Source: an optimization exercise on an open RTL-to-GDS flow (aim: small area, a short achievable clock period and few clock cycles per item). Production flows keep margins and buffers that such runs may drop. In this exercise RTL edits were held to simulation tests only and were not proved equivalent to the original. Power and IR drop assume default switching activity.

==> flow/design.v (outline; a module is shown in full before it is edited, if it fits) <==
// module sana_fa: 10 lines
// module sana_ha: 9 lines
// module sana_envbank: 1097 lines
module sana_envbank (
    input  wire        clk,
    input  wire        rst,
    input  wire        in_valid,
    output wire        in_ready,
    input  wire [2:0]  in_op,
    input  wire [1:0]  in_unit,
    input  wire [79:0] in_data,
    output reg         out_valid,
    output reg  [8:0]  out_state,
    output wire [47:0] out_value,
    output reg         out_err
);
  // ...
==> flow/flow/run.sh <==
#!/bin/bash
# Layout: the standard flow (its synthesis unchanged), with timing repair
# aiming at a shorter cycle than the 19 ns clock: the clock, the delays at the
# ports and every other constraint stay as they are. make's output goes to
# make_flow.log; ORFS keeps each step's log under orfs/logs.
set -euo pipefail
cd "$(dirname "$0")/.."
export SETUP_SLACK_MARGIN=14.0
export BUFFER_PORTS_ARGS="-buffer_cell sky130_fd_sc_hd__buf_4"
bash standard.sh > make_flow.log 2>&1
==> flow/standard.sh <==
#!/bin/bash
# synth_recipe.tcl (not shown) runs the flow's synth.tcl, then flattens the netlist and writes it again
# the make line also repeats each setting of config.mk as NAME=value (left out here)
make -C /OpenROAD-flow-scripts/flow DESIGN_CONFIG=/design/flow/config.mk WORK_HOME=/design/flow/orfs CLKGATE_MAP_FILE= SYNTH_SCRIPT=/design/flow/synth_recipe.tcl "${@:-finish}"
==> flow/config.mk <==
export PLATFORM = sky130hd
export DESIGN_NAME = sana_envbank
export DESIGN_NICKNAME = sana_envbank
export VERILOG_FILES = /design/flow/design.v
export SDC_FILE = /design/flow/constraint.sdc
export NUM_CORES = 4
export LEC_CHECK = 0
export CAP_MARGIN = 20
export CORE_MARGIN = 2
export CORE_UTILIZATION = 40
export SLEW_MARGIN = 20
export SYNTH_HIERARCHICAL = 1
export SYNTH_MINIMUM_KEEP_SIZE = 0
==> flow/constraint.sdc <==
create_clock -name core_clock -period 19.0 [get_ports {clk}]
set_input_delay 3.8000 -clock core_clock [delete_from_list [all_inputs] [get_ports {clk}]]
set_output_delay 3.8000 -clock core_clock [all_outputs]
set_load 0.01 [all_outputs]
==> flow_summary.ini, run 1 <==
[outcome]
status = complete, no violations

[timing]
slew_headroom_pct = 23.67
fin_crit_sh_pct = 26.20
setup_tns_ps = 0
timing.final.ws_setup_ps = 14020

[grt]
grt_util_met1_pct = 32.42
grt_pass1_wl_um = 173800

[final_layout]
syn2layout_area_growth_pct = 13.32
nFillCells = 8924
fin_cells = 5236
final_nets = 4429

[place]
dpl-instance-area_um2 = 39470

[yosys]
netlist_instances = 3904
synth_compound_area_share_pct = 15.66
synth_area_leaders = dfxtp_1, fa_1, edfxtp_1
synthAdderAreaFrac_pct = 20.36
synth_top_area_cell = dfxtp_1

[clock_network]
htreeDepth = 3
ctsResizeCount = 73
cts_tree = yes
post_cts_buffers = 6

[routing]
drtIter0Drc = 2954
vias = 29460
wl_met2_um = 52340
met1_length_um = 48920

[worst_hold_path]
whs_endpoint = m_setp

[setup_path]
r2r_end = t[4]
crit-reg2reg-launch = state[2]

[power_and_ir_drop]
cellLeakagePower_uw = 0.01373
pg_clk_uw = 1510
p_int_uw = 2387
Testbench counts, summed over its fixed seeds: cycles 36,512, items 32,000.
==> inputs of run 2 (changes only) <==
--- a/flow/design.v
+++ b/flow/design.v
@@ -212,56 +212,55 @@
         end else begin
             pend       <= pend_n;
             in_ready_q <= ~((pend_n[0] & pend_n[1]) | (pend_n[0] & pend_n[2]) | (pend_n[1] & pend_n[2])) &
                           ~(acc & in_multi);
         end
     end
     always @(posedge clk) begin
         for (k = 0; k < 3; k = k + 1) begin
-            if (rst_q) begin
+            if (rst_q)
                 state[3*k +: 3] <= ST_ECHO;
-                t[15*k +: 15]   <= 15'd0;
-            end else begin
+            else
                 state[3*k +: 3] <= n_state[3*k +: 3];
-                t[15*k +: 15]   <= n_t[15*k +: 15];
-            end
+            t[15*k +: 15] <= n_t[15*k +: 15];
             if (in_valid && in_ready_q && in_op == 3'd4 && in_unit == k) begin
                 inc_a[16*k +: 16] <= p_a;
                 inc_d[16*k +: 16] <= p_d;
                 inc_r[16*k +: 16] <= p_r;
                 inc_h[16*k +: 16] <= p_h;
                 pdef[k]           <= 1'b0;
             end else if (rst_q) begin
                 pdef[k]           <= 1'b1;
             end
         end
     end
     reg        q_valid, q_resp, q_err, q_setp;
     reg [1:0]  q_sunit;
-    reg [15:0] q_sdata;
+    reg        q_s15;
     reg [8:0]  q_code, q_state;
     reg [1:0]  q_job, q_junit;
     reg [14:0] q_t;
     always @(posedge clk) begin
         if (rst) begin
             q_valid <= 1'b0;
         end else begin
             q_valid <= c_valid | busy;
         end
         q_resp  <= ~|pend_n;
         q_err   <= c_valid & c_bad;
         q_setp  <= c_valid & (c_op == 3'd4) & (c_unit != 2'd3);
         q_sunit <= c_unit;
-        q_sdata <= p_s;
+        q_s15   <= p_s[15];
         q_code  <= n_code;
         q_state <= n_state;
         q_job   <= n_job[1:0] | n_job[3:2] | n_job[5:4];
         q_junit <= {issue[2], issue[1]};
-        q_t     <= (t[14:0] & {15{issue[0]}}) | (t[29:15] & {15{issue[1]}}) | (t[44:30] & {15{issue[2]}});
+        q_t     <= (t[14:0] & {15{issue[0]}}) | (t[29:15] & {15{issue[1]}}) | (t[44:30] & {15{issue[2]}}) |
+                   (p_s[14:0] & {15{c_valid & (c_op == 3'd4)}});
     end
     wire [30:0] sq_ns, sq_nc;
     wire sqn1 = ~(~(q_t[1] & q_t[14]));
     wire sqn2, sqn3;
     sana_fa u_sqn2 (.a(~(q_t[0] & q_t[11])), .b(~(q_t[1] & q_t[10])), .c(1'b1), .s(sqn2), .co(sqn3));
     wire sqn4, sqn5;
     sana_fa u_sqn4 (.a(~(q_t[0] & q_t[12])), .b(~(q_t[1] & q_t[11])), .c(1'b1), .s(sqn4), .co(sqn5));
     wire sqn6, sqn7;
@@ -530,55 +529,55 @@
     assign sq_ns[29] = sqn207;
     assign sq_nc[29] = sqn208;
     assign sq_ns[30] = sqn209;
     assign sq_nc[30] = sqn210;
     wire [30:0] sq_y = ~(sq_ns - ~sq_nc);
     reg  [47:0] value, v_rel, sus;
     reg        m_valid, m_resp, m_err, m_setp;
     reg [1:0]  m_sunit;
-    reg [15:0] m_sdata;
+    reg        m_s15;
     reg [8:0]  m_code, m_state;
     reg [1:0]  m_junit;
     reg        f_valid, f_resp, f_err, f_setp;
     reg [1:0]  f_sunit;
     reg [15:0] f_sdata;
     reg [8:0]  f_code, f_state;
     wire [15:0] q_sus_reg  = sus[16*q_junit +: 16];
-    wire [15:0] q_sus = (m_valid && m_setp && m_sunit == q_junit) ? m_sdata :
+    wire [15:0] q_sus = (m_valid && m_setp && m_sunit == q_junit) ? {m_s15, m_x} :
                         (f_valid && f_setp && f_sunit == q_junit) ? f_sdata : q_sus_reg;
     wire [2:0]  q_fcode = f_code[3*q_junit +: 3];
     wire [15:0] q_vrel = (f_valid && q_fcode == V_RS) ? value[16*q_junit +: 16] : v_rel[16*q_junit +: 16];
     reg  [14:0] m_x, m_sq;
     reg         m_nz, m_dx, m_zatt, m_zdec, m_zrel;
     always @(posedge clk) begin
         if (rst) begin
             m_valid <= 1'b0;
         end else begin
             m_valid <= q_valid;
         end
         m_resp  <= q_resp;
         m_err   <= q_err;
         m_setp  <= q_setp;
         m_sunit <= q_sunit;
-        m_sdata <= q_sdata;
+        m_s15   <= q_s15;
         m_code  <= q_code;
         m_state <= q_state;
         m_junit <= q_junit;
         m_sq    <= sq_y[29:15];
         m_nz    <= |q_t[7:0];
         m_x     <= (q_job == J_DEC) ? (~q_sus[14:0] & {15{~q_sus[15]}}) :
-                   (q_job == J_REL) ? q_vrel[14:0] : 15'd0;
+                   (q_job == J_REL) ? q_vrel[14:0] :
+                   q_setp           ? q_t : 15'd0;
         m_dx    <= (q_job == J_DEC) & ~q_sus[15];
         m_zatt  <= (q_job == J_ATT);
         m_zdec  <= (q_job == J_DEC);
         m_zrel  <= (q_job == J_REL) & q_vrel[15];
     end
-    wire [15:0] m_sus_reg = sus[16*m_junit +: 16];
-    wire [15:0] m_sus = (f_valid && f_setp && f_sunit == m_junit) ? f_sdata : m_sus_reg;
+    wire [15:0] m_sus = {m_zdec & ~m_dx, ~m_x & {15{m_dx}}};
     wire [14:0] mr = m_sq & {15{m_dx}};
     wire [15:0] mz = (m_sus & {16{m_zdec}}) |
                      ({1'b0, ~m_sq} & {16{m_zatt}}) | ({1'b0, m_sq} & {16{m_zrel}});
     wire        me = m_zatt & ~m_nz;
     wire [30:0] mt_ns, mt_nc;
     wire mtn1, mtn2;
     sana_fa u_mtn1 (.a(~(m_x[0] & m_sq[12])), .b(~(m_x[1] & m_sq[11])), .c(1'b1), .s(mtn1), .co(mtn2));
     wire mtn3, mtn4;
@@ -1069,17 +1068,17 @@
             f_valid <= 1'b0;
         end else begin
             f_valid <= m_valid;
         end
         f_resp  <= m_resp;
         f_err   <= m_err;
         f_setp  <= m_setp;
         f_sunit <= m_sunit;
-        f_sdata <= m_sdata;
+        f_sdata <= {m_s15, m_x};
         f_code  <= m_code;
         f_state <= m_state;
         f_s     <= mt_ns[30:15];
         f_c     <= mt_nc[30:15];
         f_cl    <= lo_sum[15];
     end
     wire [15:0] f_y = ~(f_s + f_c + {15'd0, f_cl});
     always @(posedge clk) begin
@@ -1091,17 +1090,16 @@
         out_err   <= f_err;
         out_state <= f_state;
     end
     assign out_value = value;
     always @(posedge clk) begin
         for (k = 0; k < 3; k = k + 1) begin
             if (rst_q) begin
                 value[16*k +: 16] <= 16'd0;
-                v_rel[16*k +: 16] <= 16'd0;
                 sus[16*k +: 16]   <= ONE;
             end else if (f_valid) begin
                 case (f_code[3*k +: 3])
                     V_ZERO: value[16*k +: 16] <= 16'd0;
                     V_ONE:  value[16*k +: 16] <= ONE;
                     V_S:    value[16*k +: 16] <= sus[16*k +: 16];
                     V_JOB:  value[16*k +: 16] <= f_y;
                     V_REL0: value[16*k +: 16] <= v_rel[16*k +: 16];
==> flow/config.mk (replaced) <==
export PLATFORM = sky130hd
export DESIGN_NAME = sana_envbank
export DESIGN_NICKNAME = sana_envbank
export VERILOG_FILES = /design/flow/design.v
export SDC_FILE = /design/flow/constraint.sdc
export NUM_CORES = 4
export LEC_CHECK = 0
export CAP_MARGIN = 20
export CORE_MARGIN = 2
export CORE_UTILIZATION = 60
export CTS_CLUSTER_DIAMETER = 150
export CTS_CLUSTER_SIZE = 20
export SLEW_MARGIN = 20
export SYNTH_HIERARCHICAL = 1
export SYNTH_MINIMUM_KEEP_SIZE = 0
==> flow_summary.ini, run 2 <==
[outcome]
status = complete, no violations

[grt]
grt_max_degree = 66
grt_pass1_vias = 26820
grt_pass1_wl_um = 155600
antenna_found_initial = 1
grt_usage_pct = 33.17
grt_remaining_overflow = 0

[clock_network]
root_buffer = clkbuf_16
clock_latency_ps = 590
clockBufferDepth = 3
cts.sinks = 606
htreeDepth = 2
cts_tree = yes
clkTransAtPathRegs_ps = 70
holdBufCountCts = 0
numCtsBuffers = 36

[yosys]
ys_warn_count = 7
netlist_area_um2 = 35810
synth_top_area_cell = edfxtp_1
netlist.area_leader.share_pct = 23.90
netlist_instances = 3408
synthFlopType = dfxtp_1
synth_cell_types = 97
synthMostInstantiatedCell = nand2_1
ys_seq_elements = 606
seq_area_frac_synth_pct = 41.84
synth_common_cells = nand2_1, dfxtp_1, fa_1
synth_area_leaders = edfxtp_1, dfxtp_1, fa_1
avgSynthCellArea_um2 = 10.51
synth_edf_count = 285
synthArstFlopShare_pct = 0

[routing]
vias = 26920
drt-wirelength-per-cell_um = 24.45
drtIter0Drc = 2676
via_per_inst = 6.406
first_pass_iters = 7
drt-total-wl_um = 102800
drc = 0
ant_nets = 0

[setup_path]
r2r_end = t[33]
required_ps = 19450
critPathTopFamily = simple AND/OR/NAND/NOR gates
worstPathCellList = buf_4, inv_1, nand2_1, o21ai_0, nand4_1, nand2b_1, mux2_2, a21boi_0, a221oi_1
path_max_fanout = 5
crit-reg2reg-launch = state[6]
crit_path_end_kind = flip-flop
arrival_ps = 5440
slowest_stage = mux2_2
critPathLaunchType = input port
path_buf_inv = 2
crit_cells = 9
worst-setup-path-type = input port to flip-flop
rr_worst_depth = 14
cp_slowest_stage_delay_ps = 310
regToRegSetupSlack_ps = 14270

[timing]
setup_violations = 0
fin_crit_sh_pct = 26.26
rsz0062_at_grt = yes
slew_violations = 0
slew_headroom_pct = 28.11
clock-skew-final_ps = 25.46
tightest_slew_ps = 1077
setup_tns_ps = 0
timing.final.ws_setup_ps = 14010
whs_ps = 328.3
hold_viol_final = 0
finalCriticalPeriod_ps = 4990
max_freq_ghz = 0.2004

[final_layout]
layout_common_cells = nand2_1, fa_1, dfxtp_1, edfxtp_1, nor2_1
drive_gt1_share_pct = 10.99
final_nets = 3910
layout_commonest_cell = nand2_1
fin_util_pct = 65.32
syn2layout_area_growth_pct = 7.640
antenna_cells = 0
nFillCells = 4585

[worst_hold_path]
hold_start = m_resp
whs_endpoint = f_resp
whs_path_depth = 0
hp-class = flip-flop to flip-flop

[place]
place.gp.congestion = 0.9479
dp_hpwl_um = 74800
numPortBuffers = 147
dp_slack_ps = 13290

[floorplan]
die_w_um = 248.3
core_um2 = 59020
die_y_um = 248.3
fp-row-count = 89
die_area_um2 = 61660
pin_count = 148
start_util_pct = 60.68

[power_and_ir_drop]
power_density_nw_per_um2 = 63.79
ir_worst_vdd_v = 0.00008028
power.total_uw = 2459
cellLeakagePower_uw = 0.01225

[job]
maxCapViolCount = 0
==> run 2: changes by cell type in the layout (fill, tap and decap cells not counted), sizes merged, moves of 29 or more <==
cell,previous run,this run
a21oi,315,211
a22o,50,16
a31oi,46,17
clkbuf,89,60
dfxtp,446,321
edfxtp,192,285
nand2,823,625
o21ai,178,123
==> run 2: per-layer routing <==
layer	vias up	GRT usage, %	routed length (um)
met2	1376	55.95	50040
met4	2	13.59	4415
met5	-	0	14
li1	11890	-	-
met1	13410	43.56	40380
met3	242	4.266	7921
==> run 2: per-module statistics from Yosys, one instance, submodules excluded <==
module,flip-flops and latches,copies in the design,cells
sana_envbank,606,1,3094
sana_fa,0,314,1
==> run 2: layout make-up <==
class                   count  area, um^2  area share (%)
clock buffers              60       991.0           2.571
clock inverters             4       43.79          0.1136
inverters                  52       197.7          0.5128
multi-input cells        2509       19800           51.35
flip-flops and latches    606       15060           39.06
well taps                 773       967.2           2.509
repair buffers            199        1498           3.885
==> run 2: cell families after synthesis <==
logic type	after synthesis	share of synthesized area, %
AO/OA/AOI/OAI	700	13.08
XOR/XNOR	63	1.541
buffers and inverters	334	3.637
multiplexers	142	4.643
adder cells (fa/ha/maj)	418	21.29
other	1	0.01047
flip-flops	606	41.84
AND/OR/NAND/NOR	1144	13.96
==> run 2: how the worst max path moves through the flow <==
stage          startpoint         end  slack [ps]
5_1_grt        in_unit[0]  in_ready_q       13910
6_report       in_unit[0]  in_ready_q       14010
2_1_floorplan    in_op[1]   inc_a[32]       12440
4_1_cts          in_op[1]    inc_d[5]       13900
3_5_place_dp     in_op[1]   inc_a[10]       13290
3_3_place_gp     in_op[1]   inc_a[10]       13360
==> run 2: timing repair <==
item	CTS	global route
hold endpoints to repair	0	0
setup endpoints to repair	146	235
buffers inserted	5	0
gates resized for setup	25	29
gates cloned	0	2
pin swaps	2	2
==> run 2: where the power goes <==
part | switching, uW | internal [uW]
clock network | 439 | 363
registers | 75.4 | 1380
logic | 120 | 77.4
==> run 2: stage by stage <==
stage / cells / instance area (um^2)
floorplan: 3447 / 35990
global placement: 4132 / 37360
detailed placement: 4132 / 37360
CTS: 4201 / 38460
global route: 4203 / 38550
finish: 4203 / 38550
Testbench counts of run 2, summed over its fixed seeds: cycles 36,512, items 32,000.
==> inputs of run 3 (changes only) <==
--- a/flow/config.mk
+++ b/flow/config.mk
@@ -14,2 +14,3 @@
 export SYNTH_HIERARCHICAL = 1
 export SYNTH_MINIMUM_KEEP_SIZE = 0
+export TNS_END_PERCENT = 10
==> flow_summary.ini, run 3 <==
[setup_path]
critPathLaunchType = input port
arrival_ps = 5260
crit-reg2reg-launch = q_t[0]
path_max_fanout = 65
required_ps = 19200
cp-startpoint = in_op[1]
worst-setup-path-type = input port to flip-flop
crit_path_end_kind = flip-flop

[routing]
drtIter0Drc = 2846
ant_nets = 0
drc = 0
via_per_inst = 6.406
vias = 26890
drt-total-wl_um = 101400
first_pass_iters = 7
drt-wirelength-per-cell_um = 24.15

[place]
numPortBuffers = 147
post-place-cells = 4129
dp_hpwl_um = 74650
place.gp.congestion = 0.9489

[worst_hold_path]
hold_start = q_state[5]
hp-class = flip-flop to flip-flop

[yosys]
seq_area_frac_synth_pct = 41.84
synthArstFlopShare_pct = 0
synth_area_leaders = edfxtp_1, dfxtp_1, fa_1
netlist_area_um2 = 35810
netlist.area_leader.share_pct = 23.90
synth_edf_count = 285
avgSynthCellArea_um2 = 10.51
synthFlopType = dfxtp_1
netlist_instances = 3408
ys_warn_count = 7
synth_top_area_cell = edfxtp_1
synthMostInstantiatedCell = nand2_1
ys_seq_elements = 606
synth_common_cells = nand2_1, dfxtp_1, fa_1
synth_cell_types = 97

[floorplan]
fp-row-count = 89
die_w_um = 248.3
start_util_pct = 60.68
pin_count = 148
die_y_um = 248.3
core_um2 = 59020
die_area_um2 = 61660

[timing]
setup_violations = 0
rsz0062_at_grt = yes
setup_tns_ps = 0
finalCriticalPeriod_ps = 5053
hold_viol_final = 0
slew_violations = 0
tightest_slew_ps = 1132
max_freq_ghz = 0.1979
clock-skew-final_ps = 42.43
slew_headroom_pct = 23.34
fin_crit_sh_pct = 26.59

[clock_network]
cts.sinks = 606
clock_latency_ps = 580
root_buffer = clkbuf_16
cts_tree = yes
clkTransAtPathRegs_ps = 80
clockBufferDepth = 3
htreeDepth = 2
numCtsBuffers = 36
holdBufCountCts = 0

[final_layout]
layout_common_cells = nand2_1, fa_1, dfxtp_1, edfxtp_1, nor2_1
antenna_cells = 0
syn2layout_area_growth_pct = 7.420
fin_cells = 4198
nFillCells = 4663
fin_util_pct = 65.19
drive_gt1_share_pct = 10.45
final_nets = 3906
multi_input_area_um2 = 19760
seq_area_um2 = 15010
layout_commonest_cell = nand2_1

[power_and_ir_drop]
power_density_nw_per_um2 = 64.09
cellLeakagePower_uw = 0.01222
ir_worst_vdd_v = 0.00009968
power.total_uw = 2466

[grt]
grt_pass1_vias = 26680
grt_pass1_wl_um = 155700
grt_remaining_overflow = 0
grt_max_degree = 66
grt_usage_pct = 33.12
antenna_found_initial = 0

[job]
maxCapViolCount = 0

[outcome]
status = complete, no violations
## run 3: cell counts after synthesis
No cell type changed its count.
## run 3: repair_timing
item                       in CTS  in global routing
setup endpoints to repair     103                268
resized for setup              16                  4
pin swaps                       0                  1
buffers inserted                0                  6
## run 3: logic make-up after synthesis
group / share of synthesized area (%)
AND/OR/NAND/NOR: 13.96
AO/OA/AOI/OAI: 13.08
flip-flops: 41.84
adder cells (fa/ha/maj): 21.29
buffers and inverters: 3.637
multiplexers: 4.643
XOR/XNOR: 1.541
other: 0.01047
## run 3: per-layer routing
| metal | GRT usage, % | part of all wire, % | vias up | wire length (um) |
|---|---|---|---|---|
| li1 | - | - | 11880 | - |
| met1 | 44.45 | 40 | 13510 | 40890 |
| met2 | 55.39 | 48 | 1263 | 48990 |
| met3 | 3.943 | 7.4 | 237 | 7464 |
| met4 | 12.82 | 4.0 | 0 | 4053 |
| met5 | 0 | 0 | - | 0 |
## run 3: area by class of cell
type / instances / area share (%)
multi-input combinational: 2507 / 51.36
sequential: 606 / 39.02
clock inverter: 4 / 0.1724
inverter: 52 / 0.5269
clock buffer: 59 / 2.566
tap: 773 / 2.514
timing repair buffer: 197 / 3.844
## run 3: worst paths after layout
| kind | endpoint | slack [ps] | cells past startpoint |
|---|---|---|---|
| min | m_state[5] | 320 | 0 |
| min reg2reg | m_state[5] | 320 | 0 |
| max | inc_d[8] | 13950 | 5 |
| max reg2reg | m_sq[13] | 14080 | 14 |
## run 3: report_power, final
group          total (uW)  internal [uW]  switching (uW)
combinational         193           77.3             116
clock                 809            376             434
sequential           1460           1390            77.0
## run 3: per-stage QoR
step | setup slack, ps | hold slack [ps] | area [um^2]
floorplan | 12440 | 309.6 | 35980
global placement | 13330 | 309.9 | 37330
detailed placement | 13360 | 312.1 | 37340
CTS | 13850 | 320.0 | 38410
global route | 13810 | 332.1 | 38470
finish | 13950 | 316.9 | 38470
## run 3: worst max-delay path: stages
cell and delay, ps:
buf_4 120, nand2b_4 160, nor4_1 210, and2_2 200, buf_4 670
## run 3: Yosys stat by module, one instance, submodules excluded
module | area, um^2 | cells inside
sana_fa | 20.02 | 1
sana_envbank | 29530 | 3094
==> inputs of run 4 (changes only) <==
--- a/flow/config.mk
+++ b/flow/config.mk
@@ -8,5 +8,5 @@
 export CAP_MARGIN = 20
 export CORE_MARGIN = 2
-export CORE_UTILIZATION = 60
+export CORE_UTILIZATION = 40
 export CTS_CLUSTER_DIAMETER = 150
 export CTS_CLUSTER_SIZE = 20
@@ -14,3 +14,2 @@
 export SYNTH_HIERARCHICAL = 1
 export SYNTH_MINIMUM_KEEP_SIZE = 0
-export TNS_END_PERCENT = 10
==> flow_summary.ini, run 4 <==
[grt]
grt_remaining_overflow = 0
grt_usage_pct = 23.20
met2_usage_pct = 38.52
grt_pass1_vias = 25840
grt.busiest_layer = met2
met3_usage_pct = 3.148
grt_max_degree = 68
antenna_found_initial = 2
grt_util_met1_pct = 32.01
grt_pass1_wl_um = 162000

[final_layout]
layout_commonest_cell = nand2_1
multi_input_area_um2 = 19770
final_nets = 3907
drive_gt1_share_pct = 11.53
seq_area_um2 = 15070
syn2layout_area_growth_pct = 9.132
nFillCells = 8292
postLayoutCellArea_um2 = 39090
layout_common_cells = nand2_1, fa_1, edfxtp_1, dfxtp_1, nor2_1
antenna_cells = 0

[setup_path]
slowest_stage = and2_4
path_max_fanout = 65
required_ps = 19220
crit-reg2reg-launch = m_x[3]
crit_path_end_kind = flip-flop
cp_slowest_stage_delay_ps = 810
worst-setup-path-type = input port to flip-flop
worstPathCellList = buf_4, nand2b_4, nor4_1, and2_4
arrival_ps = 5230
critPathLaunchType = input port
cp-startpoint = in_op[1]

[floorplan]
die_area_um2 = 91950
start_util_pct = 40.46
die_y_um = 303.2
core_um2 = 88510
pin_count = 148
fp-row-count = 109
die_w_um = 303.2

[job]
maxCapViolCount = 0

[worst_hold_path]
hp-class = flip-flop to flip-flop
hold_start = q_code[7]

[yosys]
netlist_instances = 3408
synth_edf_count = 285
synth_area_leaders = edfxtp_1, dfxtp_1, fa_1
avgSynthCellArea_um2 = 10.51
synth_common_cells = nand2_1, dfxtp_1, fa_1
ys_seq_elements = 606
synthFlopType = dfxtp_1
synthMostInstantiatedCell = nand2_1
synthArstFlopShare_pct = 0
netlist_area_um2 = 35810
synth_cell_types = 97
ys_warn_count = 7
seq_area_frac_synth_pct = 41.84
netlist.area_leader.share_pct = 23.90
synth_top_area_cell = edfxtp_1

[place]
dp_slack_ps = 13370
dpl-instance-area_um2 = 37810
place.gp.congestion = 0.9263
dp_hpwl_um = 78360
numPortBuffers = 147

[timing]
max_freq_ghz = 0.1997
slew_violations = 0
slew_headroom_pct = 25.30
rsz0062_at_grt = yes
setup_tns_ps = 0
tightest_slew_ps = 1119
setup_violations = 0
clock-skew-final_ps = 34.23
timing.final.ws_setup_ps = 13990
finalCriticalPeriod_ps = 5007
hold_viol_final = 0
fin_crit_sh_pct = 26.35

[clock_network]
clockBufferDepth = 3
numCtsBuffers = 36
cts_tree = yes
clkTransAtPathRegs_ps = 100
clock_latency_ps = 610
root_buffer = clkbuf_16
htreeDepth = 2
cts.sinks = 606

[outcome]
status = complete, no violations

[routing]
drt-total-wl_um = 107400
via_per_inst = 5.720
vias = 26250
drtIter0Drc = 2575
drt-wirelength-per-cell_um = 23.41
first_pass_iters = 10
ant_nets = 0
drc = 0

[power_and_ir_drop]
cellLeakagePower_uw = 0.01227
power.total_uw = 2478
power_density_nw_per_um2 = 63.39
ir_worst_vdd_v = 0.00006547
[run 4: cell counts after synthesis]
Identical to the previous run, type by type.
[run 4: final cells by class]
class	count	area share [%]
multi-input combinational	2507	50.59
timing repair buffer	198	3.845
inverter	52	0.5186
clock inverter	3	0.1601
clock buffer	59	2.606
sequential	606	38.55
tap	1165	3.729
[run 4: cell families after synthesis]
kind of cell / count (synthesis) / synth area share, %
and+or+nand+nor: 1144 / 13.96
AOI/OAI and AO/OA: 700 / 13.08
DFF: 606 / 41.84
adders and majority gates: 418 / 21.29
buffers and inverters: 334 / 3.637
muxes: 142 / 4.643
xor gates and xnor gates: 63 / 1.541
other: 1 / 0.01047
[run 4: worst max-delay path, delay by kind of cell]
family	cells	cell delay, ps
buf+inv	1	120
simple gates	3	1230
[run 4: through the flow]
stage	util [%]	hold slack, ps	instances
2_1_floorplan	-	309.6	3447
3_3_place_gp	42.72	310.2	4519
3_5_place_dp	42.72	312.8	4519
4_1_cts	43.99	329.3	4581
5_1_grt	44.16	335.0	4590
6_report	44.16	329.3	4590
[run 4: report_power, final]
group	internal (uW)	switching, uW
clock network	375	451
registers	1390	84.5
logic	75.7	106
total	1840	642
[run 4: metal layers]
layer / share of wire, % / up-vias
met2: 48 / 986
met5: 0.012 / -
met3: 6.9 / 154
met1: 43 / 13240
li1: - / 11880
met4: 2.7 / 2
[run 4: what timing repair did]
item	in CTS	in global routing
endpoints found under the hold margin	0	0
pin swaps	0	2
buffers inserted	0	9
hold buffers	0	0
setup endpoints to repair	55	189
gates resized for setup	33	32
[run 4: final timing paths]
kind | end | slack [ps] | cells after the start
max reg2reg | f_cl | 14190 | 10
max | inc_h[6] | 13990 | 4
min reg2reg | m_code[7] | 330 | 0
min | m_code[7] | 330 | 0
[run 4: Yosys stat by module, one instance, submodules excluded]
| module | flip-flops and latches | area, um^2 | copies in the design |
|---|---|---|---|
| sana_envbank | 606 | 29530 | 1 |
| sana_fa | 0 | 20.02 | 314 |

==> static timing again, ports no longer ideal <==
In the flow no input, the clock included, has a driving cell. The finished layouts below were timed again as built, in two steps. Step 1: set_driving_cell puts a clkbuf_16 on clk and a buf_2 on each other input, an assumption about the parent block. Step 2, shift: input delay + t, output delay - t, t = (earliest + latest rising clock arrival at the registers) / 2. This alone moves slack from input paths to output paths. Slacks: ideal ports / drivers / drivers and shift; pairs: ideal ports / drivers.
run	t, ns	setup slack, ns	worst setup path after step 2	clock arrival spread, ns
run 1	0.701	14.022 / 13.954 / 13.450	input to register	0.045 / 0.045
run 2	0.641	14.010 / 13.951 / 13.404	input to register	0.026 / 0.026
run 3	0.621	13.947 / 13.937 / 13.361	input to register	0.043 / 0.043
run 4	0.645	13.993 / 13.977 / 13.391	input to register	0.050 / 0.050
After both steps every run listed still meets setup and hold. The setup slack of run 2, which loses most, moves by -0.059 ns with the drivers and by -0.606 ns with both steps.
